Context: an optimization exercise on an open-source flow, tuned for small area, a short achievable clock period and few clock cycles. The choices shown serve that exercise and are no tape-out recipe. At most, simulation tests tie the RTL to the original design; equivalence was not proved. Power is estimated from default activity; no workload was simulated.

==> inputs of run a <==
## crc16mb
module crc16mb (
    input  wire        clk,
    input  wire        rst,         
    input  wire        swap_en,     
    input  wire        zp_guard,    
    input  wire        cmd_valid,
    output wire        cmd_ready,
    input  wire [11:0] cmd,
    output reg         rsp_valid,
    output reg  [3:0]  rsp_st,
    output reg  [31:0] rsp_dout
);
export LEC_CHECK = 0
export CAP_MARGIN = 60
export CORE_MARGIN = 2
export CORE_UTILIZATION = 60
export CTS_CLUSTER_DIAMETER = 80
export CTS_CLUSTER_SIZE = 25
export PLACE_DENSITY = 0.7
export SLEW_MARGIN = 60
create_clock -name core_clock -period 13.0 [get_ports {clk}]
standard.sh (not shown) runs the stock make flow with config.mk's settings and CLKGATE_MAP_FILE= SYNTH_SCRIPT=/design/flow/synth_recipe.tcl, a recipe that flattens the netlist after the stock synthesis.
==> flow/flow/run.sh <==
#!/bin/bash
# Layout flow: the standard flow, except that the slow delay cells
# (clkdlybuf4s*, dlygate*, dlymetal*) and the weakest buffers (buf_1, clkbuf_1) are kept out of every step after
# synthesis, so port buffers and repair buffers are ordinary buffers.
# Synthesis is the standard one, run unchanged. Each step's full output
# goes to a log file of its own in this folder.
set -euo pipefail
bash standard.sh synth > synth.log 2>&1
DU=$(make -s -C "$FLOW_HOME" DESIGN_CONFIG="$PWD/config.mk" WORK_HOME="$PWD/orfs" print-DONT_USE_CELLS 2>/dev/null | sed -n 's/^DONT_USE_CELLS: //p')
for c in clkdlybuf4s15_1 clkdlybuf4s15_2 clkdlybuf4s18_1 clkdlybuf4s18_2 clkdlybuf4s25_1 \
         clkdlybuf4s25_2 clkdlybuf4s50_1 clkdlybuf4s50_2 dlygate4sd1_1 dlygate4sd2_1 \
         dlygate4sd3_1 dlymetal6s2s_1 dlymetal6s4s_1 dlymetal6s6s_1 buf_1 clkbuf_1; do
  DU="$DU sky130_fd_sc_hd__$c"
done
bash standard.sh "DONT_USE_CELLS=$DU" floorplan > floorplan.log 2>&1
bash standard.sh "DONT_USE_CELLS=$DU" place > place.log 2>&1
bash standard.sh "DONT_USE_CELLS=$DU" cts > cts.log 2>&1
bash standard.sh "DONT_USE_CELLS=$DU" route > route.log 2>&1
bash standard.sh "DONT_USE_CELLS=$DU" finish > finish.log 2>&1
==> run b: changes against run a <==
--- a/flow/design.v
+++ b/flow/design.v
@@ -41,13 +41,12 @@
                      OP_FRM_VAL  = 4'h9,
                      OP_FRM_DEC  = 4'hA,
                      OP_RD       = 4'hB;
     reg [15:0] crc;
     reg [15:0] crcout;
     reg [8:0]  len;
-    reg        l_zero, l_ge2, l_lt13, l_ge25, l_lt32, l_le254, l_full;
     reg        crcok, rvalid, ovf, divz;
     reg [15:0] rcrc;               
     reg [7:0]  lb1, lb0;           
     reg [15:0] f_v, f_f, f_pf, f_al;
     reg [31:0] f_i, f_p, f_e;      
     reg        swq, zpq;
@@ -68,24 +67,19 @@
             OP_QRY:                             illegal_word = (w[7:0] > 8'd7);
             OP_RD:                              illegal_word = (w[7:0] > 8'd10);
             default:                            illegal_word = 1'b1;
         endcase
     endfunction
     reg  xq;                       
-    reg  d_init, d_upd, d_fin, d_tbl, d_qry, d_clr, d_push, d_sfx, d_val, d_dec;
-    reg  d_rd0, d_rd1, d_rd2, d_rd3, d_rdf;    
     wire illegal = !xq;
     reg  [3:0]         gk;         
     reg  [3:0]         gdi, gdp;   
     reg  [21:0]        gms, gmc;   
     reg  [3:0]         gdp2;       
-    reg  [21:0]        ga1;        
-    reg  [15:0]        gsum;       
-    reg                gate_q;     
-    reg                gcy;        
-    wire               gdone = (gk == 4'd11);
+    reg  [21:0]        ga1, ga2;
+    wire               gdone = (gk == 4'd10);
     wire [3:0]  i_dig = f_i[{gk[2:0], 2'b00} +: 4];
     wire [3:0]  p_dig = f_p[{gk[2:0], 2'b00} +: 4];
     wire [12:0] g_lo = (gdp == 4'd0) ? 13'd0 :
                          (gdp == 4'd1) ? 13'd500 :
                          (gdp == 4'd2) ? 13'd1000 :
                          (gdp == 4'd3) ? 13'd1500 :
@@ -124,20 +118,23 @@
     wire [21:0] m1c = {(mr0 & mr1) | (mr0 & mr2) | (mr1 & mr2), 1'b0};
     wire [21:0] m2s = m1s ^ m1c ^ mr3;
     wire [21:0] m2c = {(m1s & m1c) | (m1s & mr3) | (m1c & mr3), 1'b1};
     wire [21:0] m3s = m2s ^ m2c ^ mlo;
     wire [21:0] m3c = {(m2s & m2c) | (m2s & mlo) | (m2c & mlo), 1'b0};
     wire [21:0] ga1_in = {{4{ga1[21]}}, ga1[21:4]};
+    wire [21:0] ga2_in = {{4{ga2[21]}}, ga2[21:4]};
     wire [21:0] a1s = ga1_in ^ gms ^ gmc;
     wire [21:0] a1c = {(ga1_in & gms) | (ga1_in & gmc) | (gms & gmc), 1'b0};
-    wire [21:0] ga1_d  = a1s + a1c;
-    wire [22:0] gdiff  = {{7{gsum[15]}}, gsum} - {ga1[21], ga1};    
-    wire [15:0] gsum_d = {{4{gsum[15]}}, gsum[15:4]} + {2'b00, g_k} - {15'd0, gcy};
-    wire        gate_ok = gate_q;
+    wire [21:0] a2x = ~gms, a2y = ~gmc, a2w = {8'd0, g_k};
+    wire [21:0] a2s = ga2_in ^ a2x ^ a2y;
+    wire [21:0] a2c = {(ga2_in & a2x) | (ga2_in & a2y) | (a2x & a2y), 1'b1};
+    wire [21:0] a2t = a2s ^ a2c ^ a2w;
+    wire [21:0] a2u = {(a2s & a2c) | (a2s & a2w) | (a2c & a2w), 1'b1};
+    wire        gate_ok = !ga1[21] && !ga2[21];
     wire        p_zero  = (f_p == 32'd0);
-    wire        gclr = rst_q || l_lt13;
+    wire        gclr = rst_q || len < 9'd13;
     always @(posedge clk) begin
         if (gclr)
             gk <= 4'd0;
         else if (!gdone)
             gk <= gk + 4'd1;
         if (gclr || gk[3]) begin
@@ -148,42 +145,39 @@
             gdp <= p_dig;
         end
         gms  <= m3s;
         gmc  <= m3c;
         gdp2 <= gdp;
         if (gclr) begin
-            ga1  <= 22'd0;
-            gsum <= 16'd0;
-            gcy  <= 1'b0;
+            ga1 <= 22'd0;
+            ga2 <= 22'd0;
         end else begin
-            ga1  <= ga1_d;
-            gsum <= gsum_d;
-            gcy  <= gsum_d[3:0] < ga1_d[3:0];
+            ga1 <= a1s + a1c;
+            ga2 <= a2t + a2u;
         end
-        gate_q <= !ga1[21] && !gdiff[22];
     end
     wire [15:0] upd_val;                    
-    crc16_step u_upd (.c(d_tbl ? 16'h0000 : crc), .b(arg), .r(upd_val));
+    crc16_step u_upd (.c(op == OP_TBL ? 16'h0000 : crc), .b(arg), .r(upd_val));
     wire [15:0] buf_step;                   
     crc16_step u_buf (.c(rcrc), .b(lb1), .r(buf_step));
     wire exec_op  = xq;
-    wire is_push  = xq && d_push;
-    wire is_sfx   = xq && d_sfx;
-    wire is_dec   = xq && d_dec;
-    wire len_full = l_full;
-    wire len_ge2  = l_ge2;
-    wire sfx_ok   = !ovf && l_le254;
+    wire is_push  = exec_op && op == OP_FRM_PUSH;
+    wire is_sfx   = exec_op && op == OP_FRM_SFX;
+    wire is_dec   = exec_op && op == OP_FRM_DEC;
+    wire len_full = len[8];                 
+    wire len_ge2  = len[8:1] != 8'd0;
+    wire sfx_ok   = !ovf && !(len[8] || len[7:0] == 8'hFF);    
     wire sfx_go   = is_sfx && sfx_ok;       
-    wire dec_need = crcok && l_ge25 && !p_zero;
+    wire dec_need = crcok && len >= 9'd25 && !p_zero;
     wire dec_new_wait = is_dec && dec_need && !gdone;
     wire dec_exec = (is_dec && !dec_new_wait) || (dec_pend && gdone);
     wire       push_wr = is_push && !len_full;
     wire       sfx_wr  = sph[1];            
     wire       wr      = push_wr || sfx_wr;
-    wire [7:0] wbyte   = !sph[1] ? arg : (sph[0] ? lb0 : lb1);
-    wire       wlow  = wr && l_lt32;
+    wire [7:0] wbyte   = push_wr ? arg : (sph[0] ? lb0 : lb1);
+    wire       wlow  = wr && len[8:5] == 4'd0;
     wire [4:0] wpos  = len[4:0];
     always @(posedge clk) begin
         if (wlow) begin
             case (wpos)
                 5'd3:  f_v[15:8]  <= wbyte;
                 5'd4:  f_v[7:0]   <= wbyte;
@@ -231,34 +225,38 @@
             4'd7:    fld_val = f_e;
             4'd8:    fld_val = {16'd0, f_f};
             4'd9:    fld_val = {16'd0, f_pf};
             default: fld_val = {16'd0, f_al};
         endcase
     end
-    wire o_init = xq && d_init, o_upd = xq && d_upd, o_fin = xq && d_fin;
-    wire o_tbl  = xq && d_tbl, o_qry = xq && d_qry, o_clr = xq && d_clr, o_val = xq && d_val;
-    wire o_rd0  = xq && d_rd0, o_rd1 = xq && d_rd1, o_rd2 = xq && d_rd2, o_rd3 = xq && d_rd3;
-    wire o_rdf  = xq && d_rdf;
+    wire o_init = exec_op && op == OP_CRC_INIT;
+    wire o_upd  = exec_op && op == OP_CRC_UPD;
+    wire o_fin  = exec_op && op == OP_CRC_FIN;
+    wire o_tbl  = exec_op && op == OP_TBL;
+    wire o_qry  = exec_op && op == OP_QRY;
+    wire o_clr  = exec_op && op == OP_FRM_CLR;
+    wire o_val  = exec_op && op == OP_FRM_VAL;
+    wire o_rd   = exec_op && op == OP_RD;
     wire val_ok = !ovf && len_ge2;
     wire val_go = o_val && val_ok;
     wire val_eq = lb1 == rcrc[7:0] && lb0 == rcrc[15:8];
     wire sph1   = sph == 2'd1;
     wire sph3   = sph == 2'd3;
     wire [15:0] crc_sw  = {crc[7:0], crc[15:8]};
     wire [15:0] rcrc_sw = {rcrc[7:0], rcrc[15:8]};
-    wire [15:0] sfx_c   = l_zero ? rcrc : buf_step;    
+    wire [15:0] sfx_c   = (len == 9'd0) ? rcrc : buf_step;    
     wire [15:0] sfx_csw = {sfx_c[7:0], sfx_c[15:8]};
     wire [15:0] crc_d    = o_init ? 16'hFFFF : o_upd ? upd_val : sph1 ? sfx_c :
                            val_go ? rcrc : crc;
     wire [15:0] crcout_d = o_fin ? crc_sw : sph1 ? sfx_csw : val_go ? rcrc_sw : crcout;
     wire [8:0]  len_d    = o_clr ? 9'd0 : wr ? len + 9'd1 : len;
-    wire sel_crc = o_init || o_upd || o_rd0;
-    wire sel_cro = o_fin || val_go || sph3 || o_rd1;
-    wire sel_len = is_push || o_rd2;
-    wire sel_flg = o_rd3;
-    wire sel_fld = o_rdf && rvalid;
+    wire sel_crc = o_init || o_upd || (o_rd && arg[3:0] == 4'd0);
+    wire sel_cro = o_fin || val_go || sph3 || (o_rd && arg[3:0] == 4'd1);
+    wire sel_len = is_push || (o_rd && arg[3:0] == 4'd2);
+    wire sel_flg = o_rd && arg[3:0] == 4'd3;
+    wire sel_fld = o_rd && arg[3:2] != 2'b00 && rvalid;
     wire [31:0] dout_d = ({32{sel_crc}} & {16'd0, crc_d}) |
                          ({32{sel_cro}} & {16'd0, crcout_d}) |
                          ({32{sel_len}} & {23'd0, len_d}) |
                          ({32{o_tbl}}   & {16'd0, upd_val}) |
                          ({32{o_qry}}   & {24'd0, qry_byte}) |
                          ({32{sel_flg}} & {28'd0, divz, ovf, rvalid, crcok}) |
@@ -271,18 +269,18 @@
         else if ((is_push && len_full) || (is_sfx && !sfx_ok) || (o_val && ovf))
             st_d = ST_OVF;
         else if (o_val && !len_ge2)
             st_d = ST_SHORT;
         else if (o_val && !val_eq)
             st_d = ST_CRCMIS;
-        else if (o_rdf && !rvalid)
+        else if (o_rd && arg[3:2] != 2'b00 && !rvalid)
             st_d = ST_NORD;
         else if (dec_exec) begin
             if (!crcok)
                 st_d = ST_NOTVAL;
-            else if (!l_ge25)
+            else if (len < 9'd25)
                 st_d = ST_SHORT;
             else if (p_zero ? !zpq : !gate_ok)
                 st_d = ST_BADVAL;
         end
     end
     wire        accept  = cmd_valid && ready_r;
@@ -312,42 +310,20 @@
             else if (dec_new_wait)
                 dec_pend <= 1'b1;
         end
     end
     always @(posedge clk) begin
         rst_q    <= rst;
-        d_init <= cmd_op == OP_CRC_INIT;
-        d_upd  <= cmd_op == OP_CRC_UPD;
-        d_fin  <= cmd_op == OP_CRC_FIN;
-        d_tbl  <= cmd_op == OP_TBL;
-        d_qry  <= cmd_op == OP_QRY;
-        d_clr  <= cmd_op == OP_FRM_CLR;
-        d_push <= cmd_op == OP_FRM_PUSH;
-        d_sfx  <= cmd_op == OP_FRM_SFX;
-        d_val  <= cmd_op == OP_FRM_VAL;
-        d_dec  <= cmd_op == OP_FRM_DEC;
-        d_rd0  <= cmd_op == OP_RD && cmd[3:0] == 4'd0;
-        d_rd1  <= cmd_op == OP_RD && cmd[3:0] == 4'd1;
-        d_rd2  <= cmd_op == OP_RD && cmd[3:0] == 4'd2;
-        d_rd3  <= cmd_op == OP_RD && cmd[3:0] == 4'd3;
-        d_rdf  <= cmd_op == OP_RD && cmd[3:2] != 2'b00;
         swq      <= swap_en;
         zpq      <= zp_guard;
         cq       <= cmd;
         rsp_st   <= st_d;
         rsp_dout <= dout_d;
         crc    <= crc_d;
         crcout <= crcout_d;
         len    <= len_d;
-        l_zero  <= len_d == 9'd0;
-        l_ge2   <= len_d >= 9'd2;
-        l_lt13  <= len_d < 9'd13;
-        l_ge25  <= len_d >= 9'd25;
-        l_lt32  <= len_d < 9'd32;
-        l_le254 <= len_d <= 9'd254;
-        l_full  <= len_d[8];
         if (sfx_go) begin
             if (len_ge2)
                 rcrc <= buf_step;
             lb1 <= lb0;
         end
         if (sph1) begin
@@ -379,20 +355,19 @@
             if (!sfx_ok)
                 ovf <= 1'b1;
         end
         if (o_val)
             crcok <= val_go && val_eq;
         if (dec_exec) begin
-            divz   <= crcok && l_ge25 && p_zero && !zpq;
-            rvalid <= crcok && l_ge25 && (p_zero ? zpq : gate_ok);
+            divz   <= crcok && len >= 9'd25 && p_zero && !zpq;
+            rvalid <= crcok && len >= 9'd25 && (p_zero ? zpq : gate_ok);
         end
         if (rst_q) begin
             crc    <= 16'hFFFF;
             crcout <= 16'hFFFF;
             len    <= 9'd0;
-            {l_zero, l_ge2, l_lt13, l_ge25, l_lt32, l_le254, l_full} <= 7'b1010110;
             rcrc   <= 16'hFFFF;
             crcok  <= 1'b0;
             rvalid <= 1'b0;
             ovf    <= 1'b0;
             divz   <= 1'b0;
         end
--- a/flow/config.mk
+++ b/flow/config.mk
@@ -5,10 +5,8 @@
 export SDC_FILE = /design/flow/constraint.sdc
 export NUM_CORES = 8
 export LEC_CHECK = 0
 export CAP_MARGIN = 60
 export CORE_MARGIN = 2
 export CORE_UTILIZATION = 60
-export CTS_CLUSTER_DIAMETER = 80
-export CTS_CLUSTER_SIZE = 25
 export PLACE_DENSITY = 0.7
 export SLEW_MARGIN = 60
==> summary.txt <==
item	run b	run a
Chip Width	188 um	189 um
Outcome	no timing/DRC/antenna violations	no timing/DRC/antenna violations
Hold Crit Depth	0	2
Syn nets	2,085	2,139
Crit. path cell count	14	1
Crit path required time	13.41 ns	10.40 ns
Register share of the cell area	40.9%	43.8%
Initial Utilization	60.9%	61.2%
Post-synthesis to final-layout area growth	11.4%	7.40%
Total net switching power	1.20 mW	867 uW
Sequential fraction of the synthesis area	45.5%	47.0%
Non-clk buf share	2.33%	2.22%
Floorplan die area	0.0354 mm2	0.0358 mm2
Met3 wire len	5.42 mm	4.39 mm
Testbench counts of run a, summed over its fixed seeds: cycles 8,464.
The RTL of run b was laid out without a check of its function.

## port drivers added, routing unchanged
The flow's constraints put no driver on any port. The routed layouts listed below were extracted and timed again, unchanged, in two steps. Step 1: set_driving_cell puts a clkbuf_16 on clk and a buf_2 on each other input, an assumption about the parent block. Step 2 times the ports against the registers' clock, not the clock port: input delays grow and output delays shrink by t, the midpoint of the rising clock arrivals with the driver on. Slacks: ideal ports / drivers / drivers and shift; pairs: ideal ports / drivers.
| run | t, ns | slack for setup (ns) | worst setup path after step 2 |
|---|---|---|---|
| run a | 0.603 | 9.295 / 9.239 / 8.738 | input to register |
| run b | 0.609 | 9.201 / 9.201 / 8.844 | input to register |
After both steps every run listed still meets setup and hold. The setup slack of run a, which loses most, moves by -0.056 ns with the drivers and by -0.557 ns with both steps.
